Context: an optimization exercise on an open-source flow, tuned for small area, a short achievable clock period and few clock cycles per item. The choices shown serve that exercise and are no tape-out recipe. RTL that was checked went through simulation tests only; none was proved equivalent to the original. No functional check of the RTL was part of runs 2 and 3. No activity file was given, so power comes from the tool's default toggle rates.

### constraint.sdc
create_clock -name core_clock -period 17.0 [get_ports {clk}]
set_input_delay 3.4000 -clock core_clock [delete_from_list [all_inputs] [get_ports {clk}]]
set_output_delay 3.4000 -clock core_clock [all_outputs]
set_load 0.01 [all_outputs]
### standard.sh
#!/bin/bash
# synth_recipe.tcl (not shown) runs the flow's synth.tcl, then flattens the netlist and writes it again
# the make line also repeats each setting of config.mk as NAME=value (left out here)
make -C /OpenROAD-flow-scripts/flow DESIGN_CONFIG=/design/flow/config.mk WORK_HOME=/design/flow/orfs CLKGATE_MAP_FILE= SYNTH_SCRIPT=/design/flow/synth_recipe.tcl "${@:-finish}"
### design.v
module gpcf_csum (
    input  wire [1:0] b0,
    input  wire [6:0] b2,
    input  wire [6:0] b3,
    output wire [6:0] sum
);
    assign sum = {5'd0, b0} + b2 + b3;
endmodule
module gpcf_dstep #(parameter W = 6) (
    input  wire [W-1:0] a,
    input  wire [4:0]   s,
    output wire         c,
    output wire [4:0]   r
);
    wire [W-1:0] b = {{(W-5){1'b0}}, s};
    wire [W:0]   bw;                             
    assign bw[0] = 1'b0;
    genvar j;
    generate for (j = 0; j < W; j = j + 1) begin : g_b
        assign bw[j+1] = (~a[j] & b[j]) | ((~a[j] | b[j]) & bw[j]);
    end endgenerate
    assign c = ~bw[W];
    generate for (j = 0; j < 5; j = j + 1) begin : g_r
        assign r[j] = a[j] ^ (c & (b[j] ^ bw[j]));
    end endgenerate
endmodule
module gpcf_cmp #(parameter W = 5) (
    input  wire [W-1:0] a,
    input  wire [W-1:0] b,
    input  wire         z,
    output wire         ge
);
    wire [W:0] bw;
    assign bw[0] = z;
    genvar j;
    generate for (j = 0; j < W; j = j + 1) begin : g_b
        assign bw[j+1] = (~a[j] & b[j]) | ((~a[j] | b[j]) & bw[j]);
    end endgenerate
    assign ge = ~bw[W];
endmodule
module gpcf_dstep0 (
    input  wire [4:0] a,
    input  wire [4:0] s,
    input  wire       z,
    output wire       c,
    output wire [4:0] r
);
    wire [5:0] bw;
    wire [5:0] dz;                               
    assign bw[0] = z;
    assign dz[0] = z;
    genvar j;
    generate for (j = 0; j < 5; j = j + 1) begin : g_b
        assign bw[j+1] = (~a[j] & s[j]) | ((~a[j] | s[j]) & bw[j]);
        assign dz[j+1] = ~a[j] & dz[j];
    end endgenerate
    assign c = ~bw[5];
    generate for (j = 0; j < 5; j = j + 1) begin : g_r
        assign r[j] = a[j] ^ (c ? (s[j] ^ bw[j]) : dz[j]);
    end endgenerate
endmodule
module gpcf (
    input  wire        clk,
    input  wire        rst,
    input  wire [4:0]  cfg_size,
    input  wire        cfg_white_sets,
    input  wire        cfg_reject_b2_bit3,
    input  wire        in_valid,
    output wire        in_ready,
    input  wire [2:0]  in_op,
    input  wire [31:0] in_data,
    input  wire [2:0]  in_kind,
    input  wire        in_seq,
    input  wire        in_ack,
    input  wire        in_colour,
    input  wire [7:0]  in_x,
    input  wire [7:0]  in_y,
    output reg         o_valid,
    output reg  [3:0]  o_ev,
    output reg  [1:0]  o_abort,
    output reg  [1:0]  o_status,
    output wire [7:0]  o_byte,
    output wire [31:0] o_frame,
    output wire [2:0]  o_kind,
    output wire [9:0]  o_value,
    output wire        o_seq,
    output wire        o_ack,
    output wire        o_colour,
    output wire [7:0]  o_x,
    output wire [7:0]  o_y
);
    localparam OP_RX_BYTE   = 3'd0;
    localparam OP_RX_END    = 3'd1;
    localparam OP_KILL      = 3'd2;
    localparam OP_TX_PACKET = 3'd3;
    localparam OP_TX_TALK   = 3'd4;
    localparam OP_PACK      = 3'd5;
    localparam OP_UNPACK    = 3'd6;
    localparam OP_DECODE    = 3'd7;
    localparam EV_NONE       = 4'd0;
    localparam EV_TALK       = 4'd1;
    localparam EV_PACKET     = 4'd2;
    localparam EV_FRAME_DROP = 4'd3;
    localparam EV_NOISE      = 4'd4;
    localparam EV_TERMINATED = 4'd5;
    localparam EV_REFUSED    = 4'd6;
    localparam EV_WIRE_PKT   = 4'd7;
    localparam EV_WIRE_TALK  = 4'd8;
    localparam EV_TX_BROKEN  = 4'd9;
    localparam EV_PACK       = 4'd10;
    localparam EV_UNPACK     = 4'd11;
    localparam EV_DECODE     = 4'd12;
    localparam EV_TERM_KILL  = 4'd13;
    assign in_ready = 1'b1;
    reg [4:0] size_q;
    reg       white_sets_q;
    reg       reject_q;
    always @(posedge clk)
        if (rst) begin
            size_q       <= cfg_size;
            white_sets_q <= cfg_white_sets;
            reject_q     <= cfg_reject_b2_bit3;
        end
    wire size_ok = (size_q != 5'd0) && (size_q <= 5'd22);
    reg [22:0] w1;
    reg        f1;
    always @(*) begin
        w1 = {in_data[25:24], in_data[22:16], in_data[14:8], in_data[6:0]};
        f1 = (in_data[31:26] != 6'd0) || !in_data[23] || !in_data[15] || !in_data[7];
        case (in_op)
            OP_RX_BYTE:
                f1 = in_data[7];
            OP_TX_PACKET, OP_UNPACK: begin
                w1[22:21] = {in_ack, in_seq};
                w1[13:7]  = {in_kind, 1'b0, in_data[9:7]};
            end
            OP_TX_TALK:
                f1 = (in_data[15:7] != 9'd0) || (in_data[6:2] == 5'd0) || (in_data[6:0] == 7'h7F);
            OP_PACK: begin
                w1[20:16] = in_x[4:0];
                w1[13:9]  = in_y[4:0];
                w1[22]    = (in_colour == white_sets_q);
                w1[21]    = (in_x == 8'hFF) && (in_y == 8'hFF);
                f1        = (in_x[7:5] != 3'd0) || (in_y[7:5] != 3'd0);
            end
            default: ;
        endcase
    end
    reg        r1_valid;
    reg [2:0]  r1_op;
    reg [22:0] r1_w;
    reg        r1_f;
    always @(posedge clk) begin
        r1_valid <= in_valid && !rst;
        r1_op    <= in_op;
        r1_w     <= w1;
        r1_f     <= f1;
    end
    reg  [1:0] cnt;       
    reg        term;      
    reg  [1:0] fb0;       
    reg  [6:0] fb1, fb2;
    wire [6:0] rb  = r1_w[6:0];
    wire       hi  = r1_f;                      
    wire       sof = !hi && (rb[6:2] == 5'd0);
    wire       tn  = !term;
    wire       rx  = (r1_op == OP_RX_BYTE);
    wire       fin = rx && tn && hi && (cnt == 2'd3);    
    reg [3:0] ev1;
    reg [1:0] ab2;
    always @(*) begin
        ev1 = EV_NONE;
        ab2 = 2'd0;
        case (r1_op)
            OP_RX_BYTE:
                if (!tn)              ev1 = EV_REFUSED;
                else if (sof)         ab2 = cnt;
                else if (!hi)         ev1 = EV_TALK;
                else if (cnt == 2'd0) ev1 = EV_NOISE;
                else if (cnt == 2'd3) ev1 = EV_PACKET;
            OP_RX_END: if (tn) begin ev1 = EV_TERMINATED; ab2 = cnt; end
            OP_KILL:   if (tn) begin ev1 = EV_TERM_KILL;  ab2 = cnt; end
            OP_TX_PACKET: ev1 = tn ? EV_WIRE_PKT  : EV_TX_BROKEN;
            OP_TX_TALK:   ev1 = tn ? EV_WIRE_TALK : EV_TX_BROKEN;
            OP_PACK:      ev1 = EV_PACK;
            OP_UNPACK:    ev1 = EV_UNPACK;
            default:      ev1 = EV_DECODE;
        endcase
    end
    always @(posedge clk) begin
        if (rst) begin
            cnt  <= 2'd0;
            term <= 1'b0;
        end else if (r1_valid && tn) begin
            if (rx) begin
                if (sof) cnt <= 2'd1;
                else if (hi && cnt != 2'd0) cnt <= cnt + 2'd1;
            end else if (r1_op == OP_RX_END || r1_op == OP_KILL) begin
                cnt  <= 2'd0;
                term <= 1'b1;
            end
        end
    end
    always @(posedge clk) begin
        if (r1_valid && tn && rx && sof)                   fb0 <= rb[1:0];
        if (r1_valid && tn && rx && hi && cnt == 2'd1)     fb1 <= rb;
        if (r1_valid && tn && rx && hi && cnt == 2'd2)     fb2 <= rb;
    end
    wire [1:0] b0 = rx ? fb0 : r1_w[22:21];
    wire [6:0] b1 = rx ? fb1 : r1_w[20:14];
    wire [6:0] b2 = rx ? fb2 : r1_w[13:7];
    wire [6:0] b3 = r1_w[6:0];
    wire       sf = !rx && r1_f;                
    wire [6:0] sum;
    gpcf_csum u_csum (.b0(b0), .b2(b2), .b3(b3), .sum(sum));
    wire [1:0] dstat = sf                     ? 2'd1 :
                       (reject_q && b2[3])    ? 2'd2 :
                       (sum != b1)            ? 2'd3 : 2'd0;
    wire [4:0] px = r1_w[20:16];
    wire [4:0] py = r1_w[13:9];
    wire       p_cbit = r1_w[22];
    wire       p_pass = r1_w[21];
    wire       px_ge, py_ge;
    gpcf_cmp #(5) u_cx (.a(px), .b(size_q), .z(1'b0), .ge(px_ge));
    gpcf_cmp #(5) u_cy (.a(py), .b(size_q), .z(1'b0), .ge(py_ge));
    wire       p_in   = !r1_f && !px_ge && !py_ge;
    wire [1:0] p_stat = !size_ok ? 2'd1 : (p_pass || p_in) ? 2'd0 : 2'd2;
    wire [8:0] p_pos  = py * size_q + px + 9'd1;
    wire [9:0] p_val  = {p_cbit, p_pass ? 9'd0 : p_pos};
    wire [8:0] up  = {r1_w[8:7], r1_w[6:0]};
    wire [5:0] uz;                         
    assign uz[0] = 1'b1;
    genvar gj;
    generate for (gj = 0; gj < 5; gj = gj + 1) begin : g_uz
        assign uz[gj+1] = uz[gj] & ~up[gj];
    end endgenerate
    wire       u_zero = uz[5] && (up[8:5] == 4'd0);
    wire       u_col  = r1_w[9] ~^ white_sets_q;
    wire [3:0] ud     = up[3:0] ^ uz[3:0];          
    wire       u_ovf;                               
    gpcf_cmp #(5) u_co (.a({1'b0, up[8:5]}), .b(size_q), .z(uz[5]), .ge(u_ovf));
    wire [4:0] uq;
    wire [4:0] ur4, ur3, ur2;
    gpcf_dstep0    u_s4 (.a(up[8:4]),        .s(size_q), .z(uz[4]), .c(uq[4]), .r(ur4));
    gpcf_dstep #(6) u_s3 (.a({ur4, ud[3]}),  .s(size_q), .c(uq[3]), .r(ur3));
    gpcf_dstep #(6) u_s2 (.a({ur3, ud[2]}),  .s(size_q), .c(uq[2]), .r(ur2));
    reg [3:0]  ev2;
    reg [1:0]  st2;
    reg [22:0] w2;
    reg        hi2;
    always @(*) begin
        ev2 = ev1;
        st2 = 2'd0;
        w2  = {b0, b1, b2, b3};
        hi2 = !(ev1 == EV_TALK || ev1 == EV_WIRE_TALK);
        case (ev1)
            EV_PACKET: begin
                ev2 = (dstat == 2'd0) ? EV_PACKET : EV_FRAME_DROP;
                st2 = dstat;
            end
            EV_TERMINATED: st2 = 2'd1;
            EV_TERM_KILL: begin
                ev2 = EV_TERMINATED;
                st2 = 2'd2;
            end
            EV_WIRE_PKT: w2[20:14] = sum;
            EV_WIRE_TALK: if (r1_f) w2[6:0] = 7'h3F;
            EV_DECODE: st2 = dstat;
            EV_PACK: begin
                st2 = p_stat;
                {w2[9:7], w2[6:0]} = p_val;
            end
            EV_UNPACK: begin
                w2[22:21] = ud[1:0];
                w2[19:14] = {u_col, ur2};
                w2[11:7]  = {u_ovf, u_zero, uq[4:2]};
            end
            default: ;
        endcase
    end
    reg        r2_valid;
    reg [3:0]  r2_ev;
    reg [1:0]  r2_ab;
    reg [1:0]  r2_st;
    reg [22:0] r2_w;
    reg        r2_hi;
    always @(posedge clk) begin
        r2_valid <= r1_valid && !rst;
        r2_ev    <= ev2;
        r2_ab    <= ab2;
        r2_st    <= st2;
        r2_w     <= w2;
        r2_hi    <= hi2;
    end
    wire [4:0] v_r2   = r2_w[18:14];
    wire [1:0] v_d    = r2_w[22:21];
    wire       v_zero = r2_w[10];
    wire       v_ovf  = r2_w[11];
    wire [4:0] vq;
    wire [4:0] vr1, vr0;
    assign vq[4:2] = r2_w[9:7];
    gpcf_dstep #(6) u_s1 (.a({v_r2, v_d[1]}), .s(size_q), .c(vq[1]), .r(vr1));
    gpcf_dstep #(6) u_s0 (.a({vr1, v_d[0]}),  .s(size_q), .c(vq[0]), .r(vr0));
    wire       vq_ge;
    gpcf_cmp #(5) u_cq (.a(vq), .b(size_q), .z(1'b0), .ge(vq_ge));
    wire [1:0] v_stat = !size_ok ? 2'd1 : v_zero ? 2'd0 : (v_ovf || vq_ge) ? 2'd2 : 2'd0;
    reg [1:0]  st3;
    reg [22:0] w3;
    reg        neg3;
    always @(*) begin
        st3  = r2_st;
        w3   = r2_w;
        neg3 = 1'b0;
        if (r2_ev == EV_UNPACK) begin
            st3       = v_stat;
            neg3      = v_zero;
            w3[18:14] = v_zero ? 5'h1F : vr0;
            w3[4:0]   = v_zero ? 5'h1F : vq;
        end
    end
    reg [22:0] ow;
    reg        ohi, oneg;
    always @(posedge clk) begin
        o_valid  <= r2_valid && !rst;
        o_ev     <= r2_ev;
        o_abort  <= r2_ab;
        o_status <= st3;
        ow       <= w3;
        ohi      <= r2_hi;
        oneg     <= neg3;
    end
    wire [1:0] of0 = ow[22:21];
    wire [6:0] of1 = ow[20:14];
    wire [6:0] of2 = ow[13:7];
    wire [6:0] of3 = ow[6:0];
    assign o_frame  = {{6{oneg}}, of0, ohi, of1, ohi, of2, ohi, of3};
    assign o_byte   = {ohi, of3};
    assign o_kind   = of2[6:4];
    assign o_value  = {of2[2:0], of3};
    assign o_seq    = of0[0];
    assign o_ack    = of0[1];
    assign o_colour = of1[5];
    assign o_x      = {{3{oneg}}, of1[4:0]};
    assign o_y      = {{3{oneg}}, of3[4:0]};
endmodule
### config.mk
export PLATFORM = sky130hd
export DESIGN_NAME = gpcf
export DESIGN_NICKNAME = gpcf
export VERILOG_FILES = /design/flow/design.v
export SDC_FILE = /design/flow/constraint.sdc
export NUM_CORES = 4
export LEC_CHECK = 0
export ABC_AREA = 1
export CAP_MARGIN = 20
export CORE_MARGIN = 2
export CORE_UTILIZATION = 70
export CTS_BUF_LIST = sky130_fd_sc_hd__clkbuf_8
export SLEW_MARGIN = 20
### flow/run.sh
#!/bin/bash
# Standard synthesis and layout (the standard.sh), with single-drive
# port buffers and timing repair aimed beyond the constraint's slack.
set -euo pipefail
export BUFFER_PORTS_ARGS="-buffer_cell sky130_fd_sc_hd__buf_1"
export SETUP_SLACK_MARGIN=12.6
export CTS_ARGS="-sink_clustering_enable -repair_clock_nets -buf_list sky130_fd_sc_hd__clkbuf_4 -root_buf sky130_fd_sc_hd__clkbuf_16"
bash standard.sh synth > synth.log 2>&1
bash standard.sh > layout.log 2>&1
==> results of run 1 <==
layout make-up:
cell class / instances / area [µm²] / share of cell area [%]
clock buffers: 19 / 160 / 2.07
clock inverters: 13 / 93.8 / 1.21
inverters: 128 / 483 / 6.23
multi-input cells: 619 / 3600 / 46.5
flip-flops and latches: 121 / 2660 / 34.3
well taps: 136 / 170 / 2.20
repair buffers: 151 / 582 / 7.51
cell usage in the layout (no fill, tap or decap), types with 4 or more instances in the layout:
cell | synthesis | routed
o221ai_1 | 13 | 13
o21ai_0 | 39 | 39
a22oi_1 | 4 | 4
nand3_1 | 72 | 72
o21ai_1 | 6 | 6
fa_1 | 17 | 17
o22ai_1 | 6 | 6
nand2_1 | 240 | 240
nand4_1 | 14 | 14
nor3_1 | 7 | 7
nor2_1 | 51 | 49
xnor2_1 | 8 | 8
buf_1 | 2 | 147
o211ai_1 | 9 | 9
edfxtp_1 | 23 | 23
ha_1 | 32 | 32
dfxtp_1 | 98 | 97
clkbuf_4 | 0 | 18
xor2_1 | 25 | 25
nor4_1 | 5 | 5
nand2_2 | 14 | 14
buf_4 | 50 | 4
inv_2 | 6 | 7
inv_1 | 120 | 120
a21oi_1 | 24 | 24
stage by stage:
step / hold slack, ns / worst slack, ns / utilization (%) / cell area, µm² / total power (µW)
floorplan: 0.310 / 12.69 / - / 7220 / 587
detailed placement: 0.312 / 12.06 / 73.4 / 7470 / 646
global route: 0.341 / 12.58 / 76.1 / 7750 / 888
global placement: 0.312 / 12.06 / 73.4 / 7470 / 640
CTS: 0.332 / 12.62 / 75.9 / 7730 / 831
finish: 0.328 / 12.67 / 76.1 / 7750 / 832
Yosys cell counts (all sizes together), types with 14 or more instances:
| master | count |
|---|---|
| nor2 | 52 |
| ha | 32 |
| a21oi | 25 |
| nand3 | 74 |
| edfxtp | 23 |
| o21ai | 47 |
| xor2 | 25 |
| inv | 127 |
| clkbuf | 14 |
| nand2 | 257 |
| buf | 60 |
| fa | 17 |
| nand4 | 14 |
| dfxtp | 98 |
logic make-up after synthesis:
kind of cell / synth area share (%)
compound gates: 10.2
xor+xnor: 4.00
fa+ha+maj: 10.3
buf+inv: 13.5
flops: 36.7
mux: 0.416
other cells: 0.0520
simple gates: 24.8
metal layers:
metal / global-route usage, % / up-vias
li1: - / 3212
met1: 42.5 / 2815
met2: 52.2 / 401
met3: 6.18 / 59
met4: 14.1 / 0
met5: 0 / -
power breakdown:
group,leakage (µW),internal (µW),switching [µW]
logic,0.00251,110,188
clock network,0.000142,71.1,116
registers,0.00104,321,26.2
worst paths after layout:
kind | from | slack [ns] | end
hold / removal | r2_w[5] | 0.33 | ow[5]
hold reg to reg | r2_w[5] | 0.33 | ow[5]
setup reg to reg | size_q[2] | 12.80 | r2_w[8]
setup / recovery | ow[3] | 12.67 | o_y[3]
flip-flops by register name, summed over array words and instances, names as in the netlist, 3 cells and up:
register and count:
r2_ev 4, ow 23, o_ev 4, r1_op 3, fb1 7, r2_w 23
fb2 7, size_q 5, r1_w 23
repair_timing:
action                     4_1_cts  5_1_grt
setup endpoints to repair       25       20
resized for setup                2        3
setup buffers                    0        1
hold endpoints to repair         0        0
==> out/metrics.csv, run 1 <==
metric,value,unit
status,finished clean,
Async SR Flop Fraction,0,%
clk buf depth,2,
RSZ-0062 raised after global routing,yes,
initial drt markers,678,
largest cells by area after synthesis,"dfxtp_1, nand2_1, edfxtp_1, inv_1, ha_1",
worst hold stages,0,
crit path capture type,output port,
Post-synth EDFFs,23,
layout cell share with drive strength beyond 1,6.76,%
ys flop type,dfxtp_1,
worst path buffer plus inverter count,1,
H-tree level count,4,
worst vdd ir,0.0553,mV
Placed Instances,1154,
Max stage delay on crit path,0.38,ns
Synth Register Bits,121,
core area,10200,µm²
drt first pass iters,6,
CTS tree,built,
Max-slew headroom,46.6,%
clock transition at the registers of the reported paths,0.12,ns
Hold Path Class,reg2reg,
total track usage,32.3,%
Syn Area/Cell,7.66,µm²
Final Max Tran Viols,0,
Fill cells,797,
DRC violations left,0,
P_leak,0.00369,µW
pin count of the biggest net entering global routing,28,
Final ANT Viol Nets,0,
top sig layer,met4,
CP Cell Sequence,buf_1,
Synth top area share,27.2,%
WS Path Type,reg2out,
vias in the first global route,5785,
Port Buffers,147,
Clock Latency Late Sink,0.38,ns
Initial Utilization,70.9,%
CTS Sinks,121,
RD Place Congestion,0.959,
final hold vios,0,
Ys Warns,1,
final std cells w/o fill,1187,
Die H,106,µm
HPWL after DPL,13200,µm
critical path depth,1,
M1 WL,7190,µm
post-route setup TNS,0,ns
period utilization,25.5,%
CTS buffer count,17,
# Max-Cap Violations,0,
power per cell area,107,nW/µm²
min Tclk post-route,4.33,ns
biggest area consumer among synthesized cells,dfxtp_1,
routed wl met2,7660,µm
first-pass GRT wire length,27900,µm
Synth Instances,942,
via count,6487,
"Seq/Total Area, Yosys",36.7,%
final setup vio count,0,
DR WL met3,1650,µm
FF-to-FF path depth,14,
Clock Skew,0.0191,ns
Die Area,11100,µm²
slowest cell on the critical path,dfxtp_1,
Die Wd,106,µm
CP max FO,4,
final net count,1154,
WL/cell,14.5,µm
syn_nets,1058,
initial antenna violation count,0,
CP top delay family,flip-flops,
Rows,37,
CP required,13.60,ns
Mapped Area,7220,µm²
startpoint types,flop,
Via density,5.47,
# IOs,149,
Cell variety after synth,50,
Area Overhead vs Synth,7.37,%
CP arrival,0.93,ns
worst slew pin tran,0.801,ns
drt total wl,17200,µm
root buf cell,clkbuf_16,
"Hold-fix buffers, CTS",0,
ANT cells,0,
f_max,231,MHz
final global-route overflow total,0,
Testbench counts, summed over its fixed seeds: cycles 32,016, items 32,000.
==> inputs of run 2 (changes only) <==
--- a/design.v
+++ b/design.v
@@ -333,7 +333,7 @@
     wire [6:0] of1 = ow[20:14];
     wire [6:0] of2 = ow[13:7];
     wire [6:0] of3 = ow[6:0];
-    assign o_frame  = {{6{oneg}}, of0, ohi, of1, ohi, of2, ohi, of3};
+    assign o_frame  = {{3{o_abort[1]}}, {3{o_abort[0]}}, of0, ohi, of1, ohi, of2, ohi, of3};
     assign o_byte   = {ohi, of3};
     assign o_kind   = of2[6:4];
     assign o_value  = {of2[2:0], of3};
==> flow/run.sh (replaced) <==
#!/bin/bash
# Standard synthesis and layout (the standard.sh), with single-drive
# port buffers and timing repair aimed beyond the constraint's slack.
set -euo pipefail
export BUFFER_PORTS_ARGS="-buffer_cell sky130_fd_sc_hd__buf_1"
export SETUP_SLACK_MARGIN=12.6
bash standard.sh synth > synth.log 2>&1
bash standard.sh > layout.log 2>&1
==> out/metrics.csv, run 2 <==
metric,value,unit
Port Buffers,147,
Max-slew headroom,48.1,%
top-count cell post-synth,nand2_1,
final std cells w/o fill,1190,
worst vdd ir,0.0702,mV
min Tclk post-route,4.37,ns
final hold vios,0,
CTS Sinks,121,
Synth Instances,942,
Rows,37,
CTS tree,built,
layout cell share with drive strength beyond 1,10.1,%
drt first pass iters,5,
H-tree level count,4,
CP required,13.60,ns
WS Path Type,reg2out,
pin count of the biggest net entering global routing,28,
Post-synth EDFFs,23,
final net count,1157,
Via density,5.51,
Ys Warns,1,
core area,10200,µm²
Area Overhead vs Synth,10.3,%
Clock Latency Late Sink,0.46,ns
worst setup slack after layout,12.63,ns
ANT cells,0,
Clock Skew,0.0114,ns
pre-CTS setup slack,12.05,ns
crit path capture type,output port,
Die H,106,µm
Synth top area share,27.2,%
CP max FO,6,
Syn Area/Cell,7.66,µm²
power per cell area,115,nW/µm²
first-pass GRT wire length,28200,µm
Mapped Area,7220,µm²
Fill cells,784,
Max stage delay on crit path,0.36,ns
Initial Utilization,70.9,%
RD Place Congestion,0.956,
f_max,229,MHz
initial antenna violation count,0,
drt total wl,17600,µm
startpoint types,flop,
post-route setup TNS,0,ns
status,finished clean,
P_leak,0.00385,µW
DRC violations left,0,
Die Wd,106,µm
via count,6552,
syn_nets,1058,
largest cells by area after synthesis,"dfxtp_1, nand2_1, edfxtp_1, inv_1, ha_1",
most frequent cells in the layout,"nand2_1, inv_1, buf_1",
vias in the first global route,5980,
WL/cell,14.8,µm
final global-route overflow total,0,
final instance area,7960,µm²
Placed Instances,1154,
worst slew pin tran,0.778,ns
# IOs,149,
HPWL after DPL,13200,µm
Post-synth top cells,"nand2_1, inv_1, dfxtp_1, nand3_1, nor2_1",
"Seq/Total Area, Yosys",36.7,%
root buf cell,clkbuf_8,
"commonest non-fill, non-tap cell in the layout",nand2_1,
Cell variety after synth,50,
worst path buffer plus inverter count,1,
Async SR Flop Fraction,0,%
Final ANT Viol Nets,0,
biggest area consumer among synthesized cells,dfxtp_1,
CP Cell Sequence,buf_1,
worst hold stages,0,
initial drt markers,591,
ys flop type,dfxtp_1,
Synth Register Bits,121,
post-place instance area,7470,µm²
total track usage,32.8,%
CTS buffer count,17,
FF-to-FF path depth,14,
Regs by FF count,"ow: 23 flops, r1_w: 23 flops, r2_w: 23 flops",
critical path depth,1,
period utilization,25.7,%
CP top delay family,flip-flops,
slowest cell on the critical path,dfxtp_2,
clock transition at the registers of the reported paths,0.08,ns
Die Area,11100,µm²
clk buf depth,2,
Final Max Tran Viols,0,
# Max-Cap Violations,0,
RSZ-0062 raised after global routing,yes,
final setup vio count,0,
Hold Path Class,reg2reg,
CP arrival,0.97,ns
-- run 2: power by group --
| part | internal (µW) | leakage [µW] | switching (µW) |
|---|---|---|---|
| Combinational | 112 | 0.00261 | 188 |
| Clock | 136 | 0.000206 | 133 |
| Sequential | 322 | 0.00103 | 26.6 |
| Total | 570 | 0.00385 | 348 |
-- run 2: cell families (layout without fill, tap and decap cells) --
kind of cell,Yosys count,count (layout),share of synthesized area (%)
compound gates,118,118,10.2
xor+xnor,33,33,4.00
fa+ha+maj,49,49,10.3
buf+inv,202,314,13.5
flops,121,121,36.7
mux,3,3,0.416
other cells,1,1,0.0520
simple gates,415,415,24.8
-- run 2: path summary, 6_finish.rpt --
kind              startpoint  endpoint  slack (ns)
hold reg to reg     r2_w[13]    ow[13]        0.33
setup / recovery        oneg    o_y[5]       12.63
hold / removal      r2_w[13]    ow[13]        0.33
setup reg to reg   size_q[3]   r2_w[8]       12.83
-- run 2: layout make-up --
cell class | instances | area, µm² | area share, %
multi-input cells | 619 | 3600 | 45.2
flip-flops and latches | 121 | 2660 | 33.4
inverters | 128 | 483 | 6.06
clock inverters | 15 | 179 | 2.25
repair buffers | 154 | 641 | 8.04
clock buffers | 17 | 234 | 2.94
well taps | 136 | 170 | 2.14
-- run 2: routing by layer --
metal | GRT usage (%) | up-vias | routed length, µm
li1 | - | 3213 | -
met1 | 42.4 | 2913 | 7410
met2 | 54.2 | 370 | 7990
met3 | 5.13 | 56 | 1550
met4 | 14.9 | 0 | 616
met5 | 0 | - | 0
-- run 2: what timing repair did --
action,CTS,global route
setup endpoints to repair,15,45
setup buffers,0,4
cloned,0,0
endpoints found under the hold margin,0,0
resized for setup,4,31
hold buffers,0,0
-- run 2: through the flow --
step / total power, µW / utilization, % / hold WS (ns)
2_1_floorplan: 587 / - / 0.310
3_3_place_gp: 640 / 73.4 / 0.312
3_5_place_dp: 645 / 73.4 / 0.312
4_1_cts: 912 / 77.5 / 0.330
5_1_grt: 971 / 78.2 / 0.333
6_report: 919 / 78.2 / 0.329
==> inputs of run 3 (changes only) <==
--- a/design.v
+++ b/design.v
@@ -138,9 +138,9 @@
                 f1 = (in_data[15:7] != 9'd0) || (in_data[6:2] == 5'd0) || (in_data[6:0] == 7'h7F);
             OP_PACK: begin
                 w1[20:16] = in_x[4:0];
-                w1[13:9]  = in_y[4:0];
-                w1[22]    = (in_colour == white_sets_q);
-                w1[21]    = (in_x == 8'hFF) && (in_y == 8'hFF);
+                w1[15]    = (in_colour == white_sets_q);
+                w1[14]    = (in_x == 8'hFF) && (in_y == 8'hFF);
+                w1[4:0]   = in_y[4:0];
                 f1        = (in_x[7:5] != 3'd0) || (in_y[7:5] != 3'd0);
             end
             default: ;
@@ -217,9 +217,9 @@
                        (reject_q && b2[3])    ? 2'd2 :
                        (sum != b1)            ? 2'd3 : 2'd0;
     wire [4:0] px = r1_w[20:16];
-    wire [4:0] py = r1_w[13:9];
-    wire       p_cbit = r1_w[22];
-    wire       p_pass = r1_w[21];
+    wire [4:0] py = r1_w[4:0];
+    wire       p_cbit = r1_w[15];
+    wire       p_pass = r1_w[14];
     wire       px_ge, py_ge;
     gpcf_cmp #(5) u_cx (.a(px), .b(size_q), .z(1'b0), .ge(px_ge));
     gpcf_cmp #(5) u_cy (.a(py), .b(size_q), .z(1'b0), .ge(py_ge));
@@ -333,7 +333,7 @@
     wire [6:0] of1 = ow[20:14];
     wire [6:0] of2 = ow[13:7];
     wire [6:0] of3 = ow[6:0];
-    assign o_frame  = {{3{o_abort[1]}}, {3{o_abort[0]}}, of0, ohi, of1, ohi, of2, ohi, of3};
+    assign o_frame  = {{6{oneg}}, of0, ohi, of1, ohi, of2, ohi, of3};
     assign o_byte   = {ohi, of3};
     assign o_kind   = of2[6:4];
     assign o_value  = {of2[2:0], of3};
--- a/flow/run.sh
+++ b/flow/run.sh
@@ -4,5 +4,6 @@
 set -euo pipefail
 export BUFFER_PORTS_ARGS="-buffer_cell sky130_fd_sc_hd__buf_1"
 export SETUP_SLACK_MARGIN=12.6
+export CTS_ARGS="-sink_clustering_enable -repair_clock_nets -buf_list sky130_fd_sc_hd__clkbuf_4 -root_buf sky130_fd_sc_hd__clkbuf_16"
 bash standard.sh synth > synth.log 2>&1
 bash standard.sh > layout.log 2>&1
==> out/metrics.csv, run 3 <==
metric,value,unit
power per cell area,108,nW/µm²
RSZ-0062 raised after global routing,no,
pin count of the biggest net entering global routing,22,
CP arrival,0.93,ns
"Hold-fix buffers, CTS",0,
Cell variety after synth,53,
total track usage,31.2,%
clock transition at the registers of the reported paths,0.10,ns
slowest cell on the critical path,dfxtp_1,
reg2reg start,r1_op[0],
final net count,1168,
Final Max Tran Viols,0,
worst vdd ir,0.0780,mV
Setup crit start,ow[2],
P_leak,0.00381,µW
syn_nets,1076,
f_max,231,MHz
ANT cells,0,
Die Wd,107,µm
layout cell share with drive strength beyond 1,8.55,%
WS Path Type,reg2out,
Clock Latency Late Sink,0.37,ns
drt total wl,17000,µm
Synth Register Bits,121,
initial drt markers,440,
Mapped Area,7400,µm²
# IOs,149,
Hold Path Class,reg2reg,
initial antenna violation count,0,
# Max-Cap Violations,0,
end of the critical path,o_y[2],
CTS buffer count,17,
crit path capture type,output port,
critical path depth,1,
clk buf depth,2,
period utilization,25.5,%
Max stage delay on crit path,0.38,ns
drt first pass iters,5,
CP required,13.60,ns
CTS Sinks,121,
startpoint types,flop,
CP Cell Sequence,buf_1,
Syn Area/Cell,7.71,µm²
Area Overhead vs Synth,7.40,%
Post-synth EDFFs,23,
"setup slack, reg-to-reg",12.95,ns
core area,10300,µm²
Ys Warns,1,
min Tclk post-route,4.33,ns
WL/cell,14.2,µm
Max-slew headroom,42.0,%
via count,6472,
biggest area consumer among synthesized cells,dfxtp_1,
status,finished clean,
most frequent cells in the layout,"nand2_1, buf_1, inv_1",
Multi-input gate area,3730,µm²
"commonest non-fill, non-tap cell in the layout",nand2_1,
root buf cell,clkbuf_16,
Rows,37,
post-route setup TNS,0,ns
DRC violations left,0,
Fill cells,805,
Die H,107,µm
Post-synth top cells,"nand2_1, inv_1, dfxtp_1, nand3_1, buf_4",
Port Buffers,147,
Initial Utilization,72.0,%
Synth top area share,26.5,%
FF-to-FF path depth,19,
final hold vios,0,
CP max FO,4,
final global-route overflow total,0,
WHS,0.334,ns
Final Power,855,µW
final setup vio count,0,
Final ANT Viol Nets,0,
r2r endpoint,r2_ev[0],
largest cells by area after synthesis,"dfxtp_1, nand2_1, edfxtp_1, inv_1, buf_4",
Die Area,11400,µm²
RD Place Congestion,0.943,
vias in the first global route,5865,
ys flop type,dfxtp_1,
Synth Instances,960,
CP top delay family,flip-flops,
Via density,5.39,
top-count cell post-synth,nand2_1,
Async SR Flop Fraction,0,%
Register Area,2660,µm²
Clock Skew,0.0141,ns
worst path buffer plus inverter count,1,
H-tree level count,4,
HPWL after DPL,13200,µm
"Seq/Total Area, Yosys",35.8,%
worst slew pin tran,0.870,ns
first-pass GRT wire length,27400,µm
CTS tree,built,
Regs by FF count,"ow: 23 flops, r1_w: 23 flops, r2_w: 23 flops",
run 3: cell type report:
type / count / share of cell area (%)
Timing Repair Buffer: 152 / 7.43
Clock buffer: 17 / 1.83
Inverter: 137 / 6.47
Tap cell: 136 / 2.14
Clock inverter: 14 / 1.86
Sequential cell: 121 / 33.4
Multi-Input combinational cell: 623 / 46.9
run 3: report_power, final:
group / total [µW] / internal [µW] / switching [µW]
Clock: 207 / 96.2 / 111
Sequential: 347 / 321 / 25.2
Combinational: 302 / 114 / 188
Total: 855 / 531 / 324
run 3: layer usage:
metal  routed length (µm)  track usage [%]  up-vias
li1                     -                -     3262
met2                 7990             51.6      327
met5                    0                0        -
met1                 7150             39.3     2839
met3                 1430             6.44       44
met4                  478             14.3        0
run 3: how the worst min path moves through the flow:
stage | startpoint | to | cells after the start
after floorplan | r2_ab[0] | o_abort[0] | 0
after global placement | r2_w[5] | ow[5] | 0
after detailed placement | r2_hi | ohi | 0
after CTS | r2_hi | ohi | 0
after global routing | r2_hi | ohi | 0
final | r2_hi | ohi | 0
run 3: repair_timing:
item                       in CTS  in global routing
gates resized for setup         2                  2
gates cloned                    0                  0
setup endpoints to repair      15                 12
setup buffers                   0                  0
run 3: per-stage QoR:
stage	utilization (%)	worst slack [ns]	instance area, µm²	std cells
floorplan	-	12.69	7400	960
global placement	74.4	12.12	7650	1169
detailed placement	74.4	12.07	7650	1169
CTS	77.3	12.61	7950	1200
global route	77.4	12.61	7950	1200
finish	77.4	12.67	7950	1200
run 3: logic make-up (layout without fill, tap and decap cells):
group,Yosys count,count (layout),synth area share [%]
simple gates,416,416,25.6
buf+inv,216,320,13.9
compound gates,122,122,10.3
flops,121,121,35.8
fa+ha+maj,49,49,10.0
xor+xnor,30,30,3.65
mux,5,5,0.727
other cells,1,1,0.0507
==> inputs of run 4 (changes only) <==
--- a/design.v
+++ b/design.v
@@ -138,9 +138,9 @@
                 f1 = (in_data[15:7] != 9'd0) || (in_data[6:2] == 5'd0) || (in_data[6:0] == 7'h7F);
             OP_PACK: begin
                 w1[20:16] = in_x[4:0];
-                w1[15]    = (in_colour == white_sets_q);
-                w1[14]    = (in_x == 8'hFF) && (in_y == 8'hFF);
-                w1[4:0]   = in_y[4:0];
+                w1[13:9]  = in_y[4:0];
+                w1[22]    = (in_colour == white_sets_q);
+                w1[21]    = (in_x == 8'hFF) && (in_y == 8'hFF);
                 f1        = (in_x[7:5] != 3'd0) || (in_y[7:5] != 3'd0);
             end
             default: ;
@@ -217,9 +217,9 @@
                        (reject_q && b2[3])    ? 2'd2 :
                        (sum != b1)            ? 2'd3 : 2'd0;
     wire [4:0] px = r1_w[20:16];
-    wire [4:0] py = r1_w[4:0];
-    wire       p_cbit = r1_w[15];
-    wire       p_pass = r1_w[14];
+    wire [4:0] py = r1_w[13:9];
+    wire       p_cbit = r1_w[22];
+    wire       p_pass = r1_w[21];
     wire       px_ge, py_ge;
     gpcf_cmp #(5) u_cx (.a(px), .b(size_q), .z(1'b0), .ge(px_ge));
     gpcf_cmp #(5) u_cy (.a(py), .b(size_q), .z(1'b0), .ge(py_ge));
==> flow/run.sh (replaced) <==
#!/bin/bash
# Standard synthesis (the standard.sh), its combinational logic re-mapped
# for area under a delay target (registers untouched, see remap.tcl), then
# the standard layout, with single-drive port buffers and timing repair
# aimed beyond the constraint's slack.  Each tool logs to its own file here.
set -euo pipefail
export BUFFER_PORTS_ARGS="-buffer_cell sky130_fd_sc_hd__buf_1"
export SETUP_SLACK_MARGIN=12.6
bash standard.sh synth > synth.log 2>&1
export RESULTS=$PWD/orfs/results/sky130hd/gpcf/base
export REMAP_DELAY_PS=${REMAP_DELAY_PS:-3400}
if "$FLOW_HOME/../tools/install/yosys/bin/yosys" -c flow/remap.tcl > remap.log 2>&1 \
   && [[ -s $RESULTS/1_2_yosys_remap.v ]]; then
  cp "$RESULTS/1_2_yosys_remap.v" "$RESULTS/1_2_yosys.v"
fi
bash standard.sh > layout.log 2>&1
==> flow/remap.tcl (new file) <==
# Yosys: re-map the standard synthesis's combinational logic for area
# under a delay target.  Every register (and tie cell) stays the cell
# instance the standard synthesis made, under the same name.
yosys -import
set lib $::env(FLOW_HOME)/platforms/sky130hd/lib/sky130_fd_sc_hd__tt_025C_1v80.lib
set res $::env(RESULTS)

read_liberty -ignore_miss_func $lib
read_verilog $res/1_2_yosys.v
hierarchy -top gpcf
setattr -mod -set keep_hierarchy 1 sky130_fd_sc_hd__*df* sky130_fd_sc_hd__conb_*
flatten
opt_clean -purge
tee -o $res/remap_before.txt stat -liberty $lib

set d $::env(REMAP_DELAY_PS)
set script [open $res/remap.abc w]
puts $script "strash\ndch\nmap -D $d\ntopo\nstime -c\nbuffer -c\nupsize -c\ndnsize -c"
close $script
set constr [open $res/remap_abc.constr w]
puts $constr "set_driving_cell sky130_fd_sc_hd__buf_1"
puts $constr "set_load 5"
close $constr
abc -liberty $lib -dont_use *lpflow* -dont_use *probe* -constr $res/remap_abc.constr \
  -script $res/remap.abc -D $d
opt_clean -purge
splitnets
opt_clean -purge
hilomap -singleton -hicell sky130_fd_sc_hd__conb_1 HI -locell sky130_fd_sc_hd__conb_1 LO
insbuf -buf sky130_fd_sc_hd__buf_4 A X
opt_clean -purge
tee -o $res/remap_after.txt stat -liberty $lib
select gpcf
write_verilog -noattr -nohex -nodec -selected $res/1_2_yosys_remap.v
==> out/metrics.csv, run 4 <==
metric,value,unit
final global-route overflow total,0,
"Hold-fix buffers, CTS",0,
RD Place Congestion,0.999,
"commonest non-fill, non-tap cell in the layout",nor2_1,
status,finished clean,
core area,9730,µm²
Die H,104,µm
startpoint types,flop,
ANT cells,0,
WS Path Type,reg2out,
# Max-Cap Violations,0,
pin count of the biggest net entering global routing,21,
Register Area,2670,µm²
total track usage,34.8,%
clock transition at the registers of the reported paths,0.08,ns
Regs by FF count,"ow: 23 flops, r1_w: 23 flops, r2_w: 23 flops",
CTS Sinks,121,
syn_nets,1035,
# IOs,149,
met1 GRT Util,41.9,%
Hold Path Class,reg2reg,
Max-slew headroom,48.6,%
routing usage on met2,59.8,%
CP arrival,0.98,ns
CTS buffer count,17,
Area Overhead vs Synth,14.2,%
via count,7026,
layout cell share with drive strength beyond 1,13.9,%
worst path buffer plus inverter count,1,
CP top delay family,flip-flops,
WL/cell,16.1,µm
H-tree level count,4,
CP required,13.60,ns
Max stage delay on crit path,0.40,ns
Final ANT Viol Nets,0,
RSZ-0062 raised after global routing,yes,
busiest layer in global routing,met2,
Placed Instances,1169,
HPWL after DPL,13800,µm
initial antenna violation count,0,
slowest cell on the critical path,dfxtp_4,
Die Wd,104,µm
worst slew pin tran,0.764,ns
drt first pass iters,8,
crit path capture type,output port,
Multi-input gate area,3380,µm²
Synth Instances,968,
power per cell area,113,nW/µm²
CP max FO,12,
final net count,1156,
DRC violations left,0,
f_max,228,MHz
final setup vio count,0,
Initial Utilization,71.9,%
CP Cell Sequence,buf_2,
most frequent cells in the layout,"nor2_1, nand2_1, buf_1",
CTS tree,built,
root buf cell,clkbuf_8,
Via density,5.69,
post-route setup TNS,0,ns
Clock Skew,0.0174,ns
Fill cells,663,
Die Area,10800,µm²
Syn Area/Cell,7.23,µm²
clk buf depth,2,
final std cells w/o fill,1235,
drt total wl,19900,µm
Mapped Area,7000,µm²
Ys Warns,1,
final hold vios,0,
Rows,36,
Clock Latency Late Sink,0.44,ns
period utilization,25.8,%
Final Max Tran Viols,0,
P_leak,0.00354,µW
worst vdd ir,0.0939,mV
first-pass GRT wire length,30000,µm
min Tclk post-route,4.38,ns
initial drt markers,711,
vias in the first global route,6255,
met3 usage,6.58,%
Port Buffers,147,
## run 4: what timing repair did
action	4_1_cts	5_1_grt
gates resized for setup	8	57
endpoints found under the setup margin	27	42
setup buffers	5	28
pin swaps	0	14
endpoints found under the hold margin	0	0
cloned	0	1
## run 4: per-stage QoR
| step | util, % | cell area (µm²) | total power (µW) | worst slack (ns) | hold slack (ns) |
|---|---|---|---|---|---|
| final | 82.1 | 7990 | 906 | 12.62 | 0.331 |
| after global routing | 82.1 | 7990 | 951 | 12.50 | 0.330 |
| after CTS | 78.4 | 7630 | 872 | 12.60 | 0.330 |
| after detailed placement | 73.8 | 7180 | 609 | 12.06 | 0.314 |
| after global placement | 73.8 | 7180 | 602 | 12.10 | 0.310 |
| after floorplan | - | 7000 | 566 | 12.65 | 0.310 |
## run 4: final timing paths
| kind | start | endpoint | slack (ns) | cells after the start |
|---|---|---|---|---|
| setup / recovery | oneg | o_frame[26] | 12.62 | 1 |
| hold / removal | r2_w[13] | ow[13] | 0.33 | 0 |
| setup reg to reg | r1_w[1] | r2_w[18] | 12.68 | 31 |
| hold reg to reg | r2_w[13] | ow[13] | 0.33 | 0 |
## run 4: cell type report
cell class | count | share of cell area [%]
multi-input combinational | 634 | 42.3
sequential | 121 | 33.4
timing repair buffer | 185 | 10.8
inverter | 130 | 6.34
clock buffer | 17 | 2.93
clock inverter | 15 | 2.08
tap | 133 | 2.08
## run 4: power by group
group          total, µW  switching, µW  internal [µW]
Combinational        299            193            107
Clock                265            132            133
Sequential           341           21.8            319
## run 4: per-layer routing
layer | vias up | wire [µm]
li1 | 3340 | -
met1 | 3151 | 7560
met2 | 459 | 9580
met3 | 76 | 1910
met4 | 0 | 841
met5 | - | 0
Testbench counts of run 4, summed over its fixed seeds: cycles 32,016, items 32,000.
==> inputs of run 5 (changes only) <==
--- a/flow/run.sh
+++ b/flow/run.sh
@@ -8,7 +8,7 @@
 export SETUP_SLACK_MARGIN=12.6
 bash standard.sh synth > synth.log 2>&1
 export RESULTS=$PWD/orfs/results/sky130hd/gpcf/base
-export REMAP_DELAY_PS=${REMAP_DELAY_PS:-3400}
+export REMAP_DELAY_PS=${REMAP_DELAY_PS:-3800}
 if "$FLOW_HOME/../tools/install/yosys/bin/yosys" -c flow/remap.tcl > remap.log 2>&1 \
    && [[ -s $RESULTS/1_2_yosys_remap.v ]]; then
   cp "$RESULTS/1_2_yosys_remap.v" "$RESULTS/1_2_yosys.v"
==> out/metrics.csv, run 5 <==
metric,value,unit
status,finished clean,
worst vdd ir,0.0799,mV
Synth Instances,971,
first-pass GRT wire length,27300,µm
Area Overhead vs Synth,13.8,%
final instance area,7950,µm²
Reg power frac,38.2,%
internal power,551,µW
Net Sw Frac,38.3,%
busiest layer in global routing,met2,
drt first pass iters,8,
initial antenna violation count,0,
met1 GRT Util,39.4,%
via count,6888,
clock transition at the registers of the reported paths,0.08,ns
period utilization,25.8,%
"setup slack, reg-to-reg",12.61,ns
worst path buffer plus inverter count,5,
switching pwr,343,µW
startpoint types,flop,
CP arrival,4.69,ns
Final ANT Viol Nets,0,
DRC violations left,0,
CTS Sinks,121,
Most common cell on crit path,inv_2,
slowest cell on the critical path,dfxtp_4,
most frequent cells in the layout,"nor2_1, nand2_1, buf_1",
Die H,104,µm
Clk pwr share,28.3,%
layout cell share with drive strength beyond 1,13.4,%
Clock Latency Late Sink,0.45,ns
Final Power,894,µW
Ys Warns,1,
power per cell area,112,nW/µm²
Port Buffers,147,
final global-route overflow total,0,
Rows,36,
CP top delay family,compound AO/OA/AOI/OAI gates,
final core occ,81.7,%
crit path capture type,flop,
ANT cells,0,
Mapped Area,6980,µm²
post-route setup TNS,0,ns
WHS,0.330,ns
combinational share of power,33.5,%
WS Path Type,reg2reg,
syn_nets,1038,
RD Place Congestion,0.999,
CP max FO,8,
Final Max Tran Viols,0,
worst slew pin tran,0.973,ns
HPWL after DPL,13500,µm
P_leak,0.00353,µW
Via density,5.58,
f_max,228,MHz
Syn Area/Cell,7.19,µm²
Die Area,10800,µm²
vias in the first global route,5805,
reg2reg start,r1_w[0],
# IOs,149,
worst hold stages,0,
CP required,17.31,ns
routing usage on met2,53.1,%
Die Wd,104,µm
initial drt markers,682,
final setup vio count,0,
r2r endpoint,r2_w[18],
CTS buffer count,17,
Fill cells,691,
drt total wl,18400,µm
Hold Path Class,reg2reg,
post-place instance area,7160,µm²
met3 usage,6.95,%
Clock Skew,0.0178,ns
final net count,1155,
Max stage delay on crit path,0.39,ns
clk buf depth,2,
core area,9730,µm²
CTS tree,built,
pin count of the biggest net entering global routing,21,
FF-to-FF path depth,33,
Max-slew headroom,35.1,%
Hold EP,ow[5],
RSZ-0062 raised after global routing,yes,
Regs by FF count,"ow: 23 flops, r1_w: 23 flops, r2_w: 23 flops",
"commonest non-fill, non-tap cell in the layout",nor2_1,
WL/cell,14.9,µm
final hold vios,0,
H-tree level count,4,
Hold Startpoint,r2_w[5],
root buf cell,clkbuf_8,
total track usage,32.0,%
min Tclk post-route,4.39,ns
# Max-Cap Violations,0,
Initial Utilization,71.8,%
run 5: per-stage QoR:
step | setup WS (ns) | std cells
after floorplan | 12.65 | 971
after global placement | 12.13 | 1172
after detailed placement | 12.07 | 1172
after CTS | 12.60 | 1211
after global routing | 12.33 | 1234
final | 12.61 | 1234
run 5: area by class of cell:
class | count | area [µm²] | area share, %
Clock buffer | 17 | 234 | 2.94
Clock inverter | 15 | 153 | 1.92
Inverter | 132 | 513 | 6.45
Multi-Input combinational cell | 635 | 3380 | 42.5
Sequential cell | 121 | 2660 | 33.5
Tap cell | 133 | 166 | 2.09
Timing Repair Buffer | 181 | 841 | 10.6
run 5: metal layers:
| layer | vias to the layer above | share of wire, % |
|---|---|---|
| met2 | 444 | 45 |
| met5 | - | 0 |
| met4 | 0 | 5.1 |
| li1 | 3335 | - |
| met1 | 3031 | 40 |
| met3 | 78 | 10 |
run 5: worst max-delay path by stage:
| stage | from | end | slack, ns | cells past startpoint |
|---|---|---|---|---|
| 6_report | r1_w[0] | r2_w[18] | 12.61 | 33 |
| 5_1_grt | r1_w[0] | r2_w[18] | 12.33 | 34 |
| 4_1_cts | ow[3] | o_byte[3] | 12.60 | 1 |
| 3_5_place_dp | in_op[2] | r1_f | 12.07 | 6 |
| 3_3_place_gp | in_op[2] | r1_f | 12.13 | 6 |
| 2_1_floorplan | in_op[0] | r1_f | 12.65 | 6 |
run 5: worst reg2reg max path, delay by kind of cell (launching register included):
| family | cells | cell delay (ns) |
|---|---|---|
| DFF | 1 | 0.39 |
| AOI/OAI and AO/OA | 15 | 1.70 |
| and+or+nand+nor | 10 | 1.13 |
| buffers and inverters | 5 | 0.33 |
| xor gates and xnor gates | 3 | 0.71 |
run 5: what timing repair did:
action | in CTS | in global routing
setup buffers | 7 | 23
hold buffers | 0 | 0
endpoints found under the setup margin | 28 | 36
gates resized for setup | 23 | 40
pin swaps | 3 | 7
run 5: power by group through the flow:
stage	sequential [µW]	clock (µW)	combinational (µW)
2_1_floorplan	341	0	223
3_3_place_gp	348	0	252
3_5_place_dp	349	0	257
4_1_cts	342	255	266
5_1_grt	344	266	329
6_report	341	253	300

==> re-timing with driven ports <==
In the flow no input, the clock included, has a driving cell. The finished layouts below were timed again as built, in two steps.
Step 1 assumes that a clkbuf_16 drives the clock port and a buf_2 every other input.
Step 2, shift: input delay + t, output delay - t, t = (earliest + latest rising clock arrival at the registers) / 2. This alone moves slack from input paths to output paths.
Slacks: ideal / step 1 / step 2; pairs: ideal / step 1.
run | t, ns | setup WS [ns] | cell pins on the clock port's net
run 1 | 0.408 | 12.669 / 12.629 / 12.438 | 1
run 2 | 0.487 | 12.632 / 12.596 / 12.306 | 1
run 3 | 0.400 | 12.668 / 12.628 / 12.300 | 1
run 4 | 0.464 | 12.618 / 12.585 / 12.278 | 1
run 5 | 0.468 | 12.613 / 12.585 / 12.245 | 1
After both steps setup and hold are still met in every run listed.
